This is an optimization exercise on Yosys and OpenROAD, whose aim is small area and a short achievable clock period, not a production implementation. At most, simulation tests tie the RTL to the original design; equivalence was not proved. No activity file was given, so power comes from the tool's default toggle rates.

== lane 3 ==
==> flow/design.v (excerpt) <==
module pocsag_rx (
    input  wire        clk,
    input  wire        rst,
    input  wire        in_valid,
    input  wire [15:0] in_sample,
    output wire        pre_found,
    output wire        sync_found,
    output wire        out_valid,
    output wire [3:0]  out_index,
    output wire [31:0] out_word,
    output wire        out_fail,
    output wire        out_addr
);
Settings: LEC_CHECK=0, CAP_MARGIN=20, CORE_MARGIN=2, CORE_UTILIZATION=40, CTS_BUF_LIST=sky130_fd_sc_hd__clkbuf_8, PLACE_DENSITY=0.75, SLEW_MARGIN=20, SYNTH_HIERARCHICAL=1; clock period 12.0 ns.
standard.sh (not shown) runs the stock make flow with config.mk's settings and CLKGATE_MAP_FILE= SYNTH_SCRIPT=/design/flow/synth_recipe.tcl, a recipe that flattens the netlist after the stock synthesis.
==> flow/flow/run.sh <==
#!/bin/bash
# The standard layout (standard synthesis and the ORFS steps unchanged),
# with two differences:
# - the port buffers that buffer_ports inserts are sky130_fd_sc_hd__buf_4
#   instead of the cell it picks by default (clkdlybuf4s50_1, a delay
#   cell); every input and output port still gets its own buffer;
# - repair_timing works on every path with less than 8 ns of setup slack
#   (SETUP_SLACK_MARGIN), so it sizes up the gates on the critical paths.
#   The clock period and the constraints are the standard flow's own.
# make's output goes to standard.log; ORFS keeps each step's log under
# orfs/logs.
set -euo pipefail
export BUFFER_PORTS_ARGS="-buffer_cell sky130_fd_sc_hd__buf_4"
export SETUP_SLACK_MARGIN=8
bash standard.sh > standard.log 2>&1
For lane 5, these inputs were changed with respect to lane 3:
Settings: removing PLACE_DENSITY (formerly 0.75).
Notes after the runs:
- Comparing lane 3 and lane 5, the higher wire length of the first global-routing pass was measured on lane 5.
- From lane 3 to lane 5 the numbers moved as follows: final-layout clock-cell area share neither gained nor lost much, setup slack of the most critical reg-to-reg path lost 0.08 ns.
- The faster design of the two is lane 3; lane 5 tops out lower.
- The final reports for lane 5 and lane 3 show design area higher in the former.
- Sort lane 3 and lane 5 by highest net fanout along the worst path, descending, and lane 5 comes first.
- Overall track demand over capacity in global routing (lower): lane 3
- From lane 3 to lane 5, die area did not move at all.
- Lane 5 has sequential share of layout area below what lane 3 had.
- Compare lane 3 and lane 5 | final non-filler cell total lower: lane 3
- Wire: lane 5 routes more than lane 3
No functional check of the RTL was part of any run of this note.


v4:
pocsag_rx, a different RTL version from the one above (not shown whole).
Size in the first run: ~2500 cells after synthesis, about 60 I/O pins.
export LEC_CHECK = 0
export CAP_MARGIN = 20
export CORE_MARGIN = 2
export CORE_UTILIZATION = 40
export CTS_BUF_LIST = sky130_fd_sc_hd__clkbuf_8
export PLACE_DENSITY = 0.92
export SLEW_MARGIN = 20
export SYNTH_HIERARCHICAL = 1
create_clock -name core_clock -period 12.0 [get_ports {clk}]
Scripts as last shown in full above: flow/flow/run.sh
v4: no failed stages, no open violations at the end
Input-level comparison between v28 and v4:
Settings: PLACE_DENSITY now 0.75, was 0.92.
--- a/flow/flow/run.sh
+++ b/flow/flow/run.sh
@@ -5,5 +5,5 @@
 #   instead of the cell it picks by default (clkdlybuf4s50_1, a delay
 #   cell); every input and output port still gets its own buffer;
-# - repair_timing works on every path with less than 8 ns of setup slack
+# - repair_timing works on every path with less than 7.9 ns of setup slack
 #   (SETUP_SLACK_MARGIN), so it sizes up the gates on the critical paths.
 #   The clock period and the constraints are the standard flow's own.
@@ -12,4 +12,4 @@
 set -euo pipefail
 export BUFFER_PORTS_ARGS="-buffer_cell sky130_fd_sc_hd__buf_4"
-export SETUP_SLACK_MARGIN=8
+export SETUP_SLACK_MARGIN=7.9
 bash standard.sh > standard.log 2>&1
==> summary.txt <==
Compared with v4, v28 shows a lower number of global-route vias before repair.
From v4 to v28 the numbers moved as follows: combinational cell fraction of total power shrank by 1.1 points, design area held steady, ratio of final minimum period to clock period held steady, slew at the pin closest to its max-slew limit grew by 0.028 ns.
Relative to v28, the following input files were edited for v1:
--- a/flow/flow/run.sh
+++ b/flow/flow/run.sh
@@ -5,5 +5,5 @@
 #   instead of the cell it picks by default (clkdlybuf4s50_1, a delay
 #   cell); every input and output port still gets its own buffer;
-# - repair_timing works on every path with less than 7.9 ns of setup slack
+# - repair_timing works on every path with less than 8.2 ns of setup slack
 #   (SETUP_SLACK_MARGIN), so it sizes up the gates on the critical paths.
 #   The clock period and the constraints are the standard flow's own.
@@ -12,4 +12,4 @@
 set -euo pipefail
 export BUFFER_PORTS_ARGS="-buffer_cell sky130_fd_sc_hd__buf_4"
-export SETUP_SLACK_MARGIN=7.9
+export SETUP_SLACK_MARGIN=8.2
 bash standard.sh > standard.log 2>&1
==> comparison <==
Compared with v28, in v1 global-route usage essentially unchanged; clock buffer instance count of the final layout shrank by 12; non-clock buffer total of the final layout higher.
The following lists how v6 was set up differently from v1:
Settings: clearing PLACE_DENSITY, which used to be 0.75.
--- a/flow/flow/run.sh
+++ b/flow/flow/run.sh
@@ -5,5 +5,5 @@
 #   instead of the cell it picks by default (clkdlybuf4s50_1, a delay
 #   cell); every input and output port still gets its own buffer;
-# - repair_timing works on every path with less than 8.2 ns of setup slack
+# - repair_timing works on every path with less than 8.3 ns of setup slack
 #   (SETUP_SLACK_MARGIN), so it sizes up the gates on the critical paths.
 #   The clock period and the constraints are the standard flow's own.
@@ -12,4 +12,4 @@
 set -euo pipefail
 export BUFFER_PORTS_ARGS="-buffer_cell sky130_fd_sc_hd__buf_4"
-export SETUP_SLACK_MARGIN=8.2
+export SETUP_SLACK_MARGIN=8.3
 bash standard.sh > standard.log 2>&1
==> comparison <==
Diff v1 -> v6: combinational power higher; peak supply drop decreased 15%; switching power up about 4%.


== run A ==
pocsag_rx, a different RTL version from the one above (not shown whole).
Size in the first run: about 2600 cells after synthesis, roughly 60 I/O pins, about 0.035 mm2 of cells after synthesis.
## pocsag_rx
module pocsag_rx (
    input  wire        clk,
    input  wire        rst,
    input  wire        in_valid,
    input  wire [15:0] in_sample,
    output reg         pre_found,
    output reg         sync_found,
    output wire        out_valid,
    output wire [3:0]  out_index,
    output wire [31:0] out_word,
    output wire        out_fail,
    output wire        out_addr
);
clock: 12.0 ns
lec_check: 0
cap_margin: 20
core_margin: 2
core_utilization: 40
slew_margin: 20
synth_hierarchical: 1
==> flow/flow/run.sh <==
#!/bin/bash
# The standard layout (standard synthesis and the ORFS steps unchanged),
# with two differences:
# - the port buffers that buffer_ports inserts are sky130_fd_sc_hd__buf_4
#   instead of the cell it picks by default (clkdlybuf4s50_1, a delay
#   cell); every input and output port still gets its own buffer;
# - repair_timing works on every path with less than 9 ns of setup slack
#   (SETUP_SLACK_MARGIN), so it sizes up the gates on the critical paths.
#   The clock period and the constraints are the standard flow's own.
# make's output goes to standard.log; ORFS keeps each step's log under
# orfs/logs.
set -euo pipefail
export BUFFER_PORTS_ARGS="-buffer_cell sky130_fd_sc_hd__buf_4"
export SETUP_SLACK_MARGIN=9
bash standard.sh > standard.log 2>&1
Run A: PASS, flow complete, no timing, DRC or antenna violations
diff inputs: run A => run B
==> flow/run.sh (new file) <==
#!/bin/bash
# synth_recipe.tcl (not shown) runs the flow's synth.tcl, then flattens the netlist and writes it again
# the make line also repeats each setting of config.mk as NAME=value (left out here)
make -C /OpenROAD-flow-scripts/flow DESIGN_CONFIG=/design/flow/config.mk WORK_HOME=/design/flow/orfs CLKGATE_MAP_FILE= SYNTH_SCRIPT=/design/flow/synth_recipe.tcl finish
--- a/flow/config.mk
+++ b/flow/config.mk
@@ -9,4 +9,5 @@
 export CORE_MARGIN = 2
 export CORE_UTILIZATION = 40
+export CTS_BUF_LIST = sky130_fd_sc_hd__clkbuf_8
 export SLEW_MARGIN = 20
 export SYNTH_HIERARCHICAL = 1
removed: flow/flow/run.sh
removed: flow/standard.sh
## What came out
Clock latency on the worst-skew pair was higher in the run labelled run B. Taking run A as the reference point, the reported clock group power of run B falls by about 17%. Run B has setup slack after layout below what run A had.
For run C, these inputs were changed with respect to run B:
==> flow/flow/run.sh (new file) <==
#!/bin/bash
# The standard layout (standard synthesis and the ORFS steps unchanged),
# with two differences:
# - the port buffers that buffer_ports inserts are sky130_fd_sc_hd__buf_4
#   instead of the cell it picks by default (clkdlybuf4s50_1, a delay
#   cell); every input and output port still gets its own buffer;
# - repair_timing works on every path with less than 7 ns of setup slack
#   (SETUP_SLACK_MARGIN), so it sizes up the gates on the critical paths.
#   The clock period and the constraints are the standard flow's own.
# make's output goes to standard.log; ORFS keeps each step's log under
# orfs/logs.
set -euo pipefail
export BUFFER_PORTS_ARGS="-buffer_cell sky130_fd_sc_hd__buf_4"
export SETUP_SLACK_MARGIN=7
bash standard.sh > standard.log 2>&1
==> flow/standard.sh (new file) <==
#!/bin/bash
# synth_recipe.tcl (not shown) runs the flow's synth.tcl, then flattens the netlist and writes it again
# the make line also repeats each setting of config.mk as NAME=value (left out here)
make -C /OpenROAD-flow-scripts/flow DESIGN_CONFIG=/design/flow/config.mk WORK_HOME=/design/flow/orfs CLKGATE_MAP_FILE= SYNTH_SCRIPT=/design/flow/synth_recipe.tcl "${@:-finish}"
--- a/flow/config.mk
+++ b/flow/config.mk
@@ -9,5 +9,4 @@
 export CORE_MARGIN = 2
 export CORE_UTILIZATION = 40
-export CTS_BUF_LIST = sky130_fd_sc_hd__clkbuf_8
 export SLEW_MARGIN = 20
 export SYNTH_HIERARCHICAL = 1
removed: flow/run.sh
Run C went all the way through synthesis, placement and routing and the layout is clean on timing, DRC and antenna.
On multi-input logic portion of the cell area, the higher figure sits with run C, not run B.
The fraction of layout instances using a drive strength above 1 in run C was higher than what run B gave.
Looking at clock power, run C sits about 20% above run B.
Delta(ratio of final minimum period to clock period, run C - run B) < 0
In the metrics for run B and run C, the one carrying the higher worst setup slack is run C.


## zinc
pocsag_rx with an RTL version that a note above also has.
Size: about 2500 cells after synthesis, about 33000 um2 of cells after synthesis.
## pocsag_rx
module pocsag_rx (
    input  wire        clk,
    input  wire        rst,
    input  wire        in_valid,
    input  wire [15:0] in_sample,
    output wire        pre_found,
    output wire        sync_found,
    output wire        out_valid,
    output wire [3:0]  out_index,
    output wire [31:0] out_word,
    output wire        out_fail,
    output wire        out_addr
);
clock: 12.0 ns
lec_check: 0
cap_margin: 20
core_margin: 2
core_utilization: 35
cts_buf_list: sky130_fd_sc_hd__clkbuf_8
place_density: 0.75
slew_margin: 20
synth_hierarchical: 1
==> flow/flow/run.sh <==
#!/bin/bash
# The standard layout (standard synthesis and the ORFS steps unchanged),
# with two differences:
# - the port buffers that buffer_ports inserts are sky130_fd_sc_hd__buf_4
#   instead of the cell it picks by default (clkdlybuf4s50_1, a delay
#   cell); every input and output port still gets its own buffer;
# - repair_timing works on every path with less than 8 ns of setup slack
#   (SETUP_SLACK_MARGIN), so it sizes up the gates on the critical paths.
#   The clock period and the constraints are the standard flow's own.
# make's output goes to standard.log; ORFS keeps each step's log under
# orfs/logs.
set -euo pipefail
export BUFFER_PORTS_ARGS="-buffer_cell sky130_fd_sc_hd__buf_4"
export SETUP_SLACK_MARGIN=8
bash standard.sh > standard.log 2>&1
Relative to zinc, the following input files were edited for nickel:
Settings: CORE_UTILIZATION changed from 35 to 40; PLACE_DENSITY changed from 0.75 to 0.85.
--- outcome ---
- Compared with zinc, placement density in the core of nickel is higher.
- NOTE number of buffers inserted during clock tree synthesis zinc->nickel decreased slightly
- zinc -> nickel: die outline area decreased by more than 10%
--- input diff nickel..ember ---
Settings: PLACE_DENSITY: 0.85 -> 0.75; CTS_BUF_LIST: sky130_fd_sc_hd__clkbuf_8 -> sky130_fd_sc_hd__clkbuf_4 sky130_fd_sc_hd__clkbuf_8.
Looking at register share of the cell area, ember sits 0.47 points higher than nickel does. Compared with nickel, ember shows a lower share of the clock period used by the worst path. On clock transition at the registers of the reported paths, nickel tracks ember almost exactly. ember ends up with a number of optimization iterations in the first detailed-route pass that is 1 lower than in nickel.
For sierra, these inputs were changed with respect to ember:
Settings: CTS_BUF_LIST now sky130_fd_sc_hd__clkbuf_8, was sky130_fd_sc_hd__clkbuf_4 sky130_fd_sc_hd__clkbuf_8; PLACE_DENSITY no longer set, was 0.75; TNS_END_PERCENT now 20, previously not set.
## What came out
sierra finished end to end and its layout was clean on timing, DRC and antenna. In summary, ember completed successfully, with a layout that passed the timing, design-rule and antenna checks. Per the comparison of sierra with ember, non-clock buffer count now sits higher; remaining max-slew budget at the tightest pin now sits lower; setup slack now sits lower. In the flow results for sierra and ember, the met3 layer usage reported by global route is smaller on sierra.
Edits applied to the flow inputs when going from sierra to xenon:
Settings: PLACE_DENSITY_LB_ADDON now 0.2, previously not set; TNS_END_PERCENT no longer set, was 20; CORE_UTILIZATION now 48, was 40.
==> comparison <==
Measured against each other, xenon and sierra differ in first-pass GRT wire length, the higher figure coming from sierra.
Met2 demand-to-capacity share in global routing, xenon and sierra: lower on sierra
sierra reports its startpoint-to-endpoint class of the critical path as reg -> reg while xenon reports reg -> out.
Diff sierra -> xenon | achievable frequency | increase of 0.0060 GHz
Changes in violet relative to xenon:
Settings: setting TNS_END_PERCENT to 60 for the first time; changing CORE_UTILIZATION from 48 to 40; removing PLACE_DENSITY_LB_ADDON (formerly 0.2).
==> comparison <==
Summary of violet over xenon: worst setup slack after layout went down, net total in the final layout shows a reduction of about 0.4%, switching share of power level, critical path required time higher. Cmp xenon and violet / die area / higher: violet. Relative to xenon, the final area measured on violet has increased slightly. Summary of violet over xenon: routed wire length now sits higher, top achievable clock speed saw a decrease.

afterwards: timing with drivers on the ports:
In the flow no input, the clock included, has a driving cell. The finished layouts below were timed again as built, in two steps. Step 1 assumes that a clkbuf_16 drives the clock port and a buf_2 every other input. Step 2 moves the port delays by t, midway between the first and last clock arrival at a register: inputs arrive t later, outputs are due t later. That takes back most of the time a late clock gives input paths. Slacks: ideal ports / drivers / drivers and shift; pairs: ideal ports / drivers.
run | t, ns | setup slack, ns | clock arrival spread, ns | worst register clock-pin slew, ns | worst data-port slew with drivers (ns)
lane 3 | 0.764 | 8.163 / 8.062 / 7.298 | 0.074 / 0.075 | 0.07 / 0.07 | 0.23
lane 5 | 0.760 | 8.085 / 7.964 / 7.204 | 0.041 / 0.041 | 0.07 / 0.07 | 0.20
v4 | 0.774 | 8.093 / 8.093 / 7.330 | 0.048 / 0.048 | 0.08 / 0.08 | 0.16
v28 | 0.758 | 8.079 / 8.079 / 7.381 | 0.062 / 0.061 | 0.07 / 0.07 | 0.08
v1 | 0.750 | 8.169 / 8.116 / 7.366 | 0.056 / 0.055 | 0.07 / 0.07 | 0.16
v6 | 0.762 | 8.213 / 8.184 / 7.421 | 0.047 / 0.047 | 0.07 / 0.07 | 0.08
run A | 0.683 | 7.426 / 7.401 / 6.717 | 0.045 / 0.045 | 0.07 / 0.07 | 0.13
run B | 0.772 | 6.620 / 6.620 / 6.086 | 0.056 / 0.056 | 0.07 / 0.07 | 0.06
run C | 0.688 | 7.259 / 7.260 / 6.573 | 0.035 / 0.035 | 0.06 / 0.06 | 0.06
zinc | 0.778 | 8.139 / 8.139 / 7.417 | 0.065 / 0.066 | 0.07 / 0.07 | 0.05
nickel | 0.754 | 8.012 / 8.012 / 7.446 | 0.042 / 0.043 | 0.08 / 0.08 | 0.08
ember | 0.755 | 8.158 / 8.101 / 7.432 | 0.057 / 0.056 | 0.07 / 0.07 | 0.05
sierra | 0.770 | 8.062 / 8.062 / 7.403 | 0.061 / 0.060 | 0.08 / 0.08 | 0.06
xenon | 0.760 | 8.153 / 8.093 / 7.355 | 0.034 / 0.035 | 0.06 / 0.06 | 0.19
violet | 0.770 | 8.112 / 8.112 / 7.403 | 0.061 / 0.061 | 0.08 / 0.08 | 0.06
After both steps every run listed still meets setup and hold. For lane 5, which loses most, drivers alone change the setup slack by -0.121 ns; drivers and shift together by -0.881 ns.
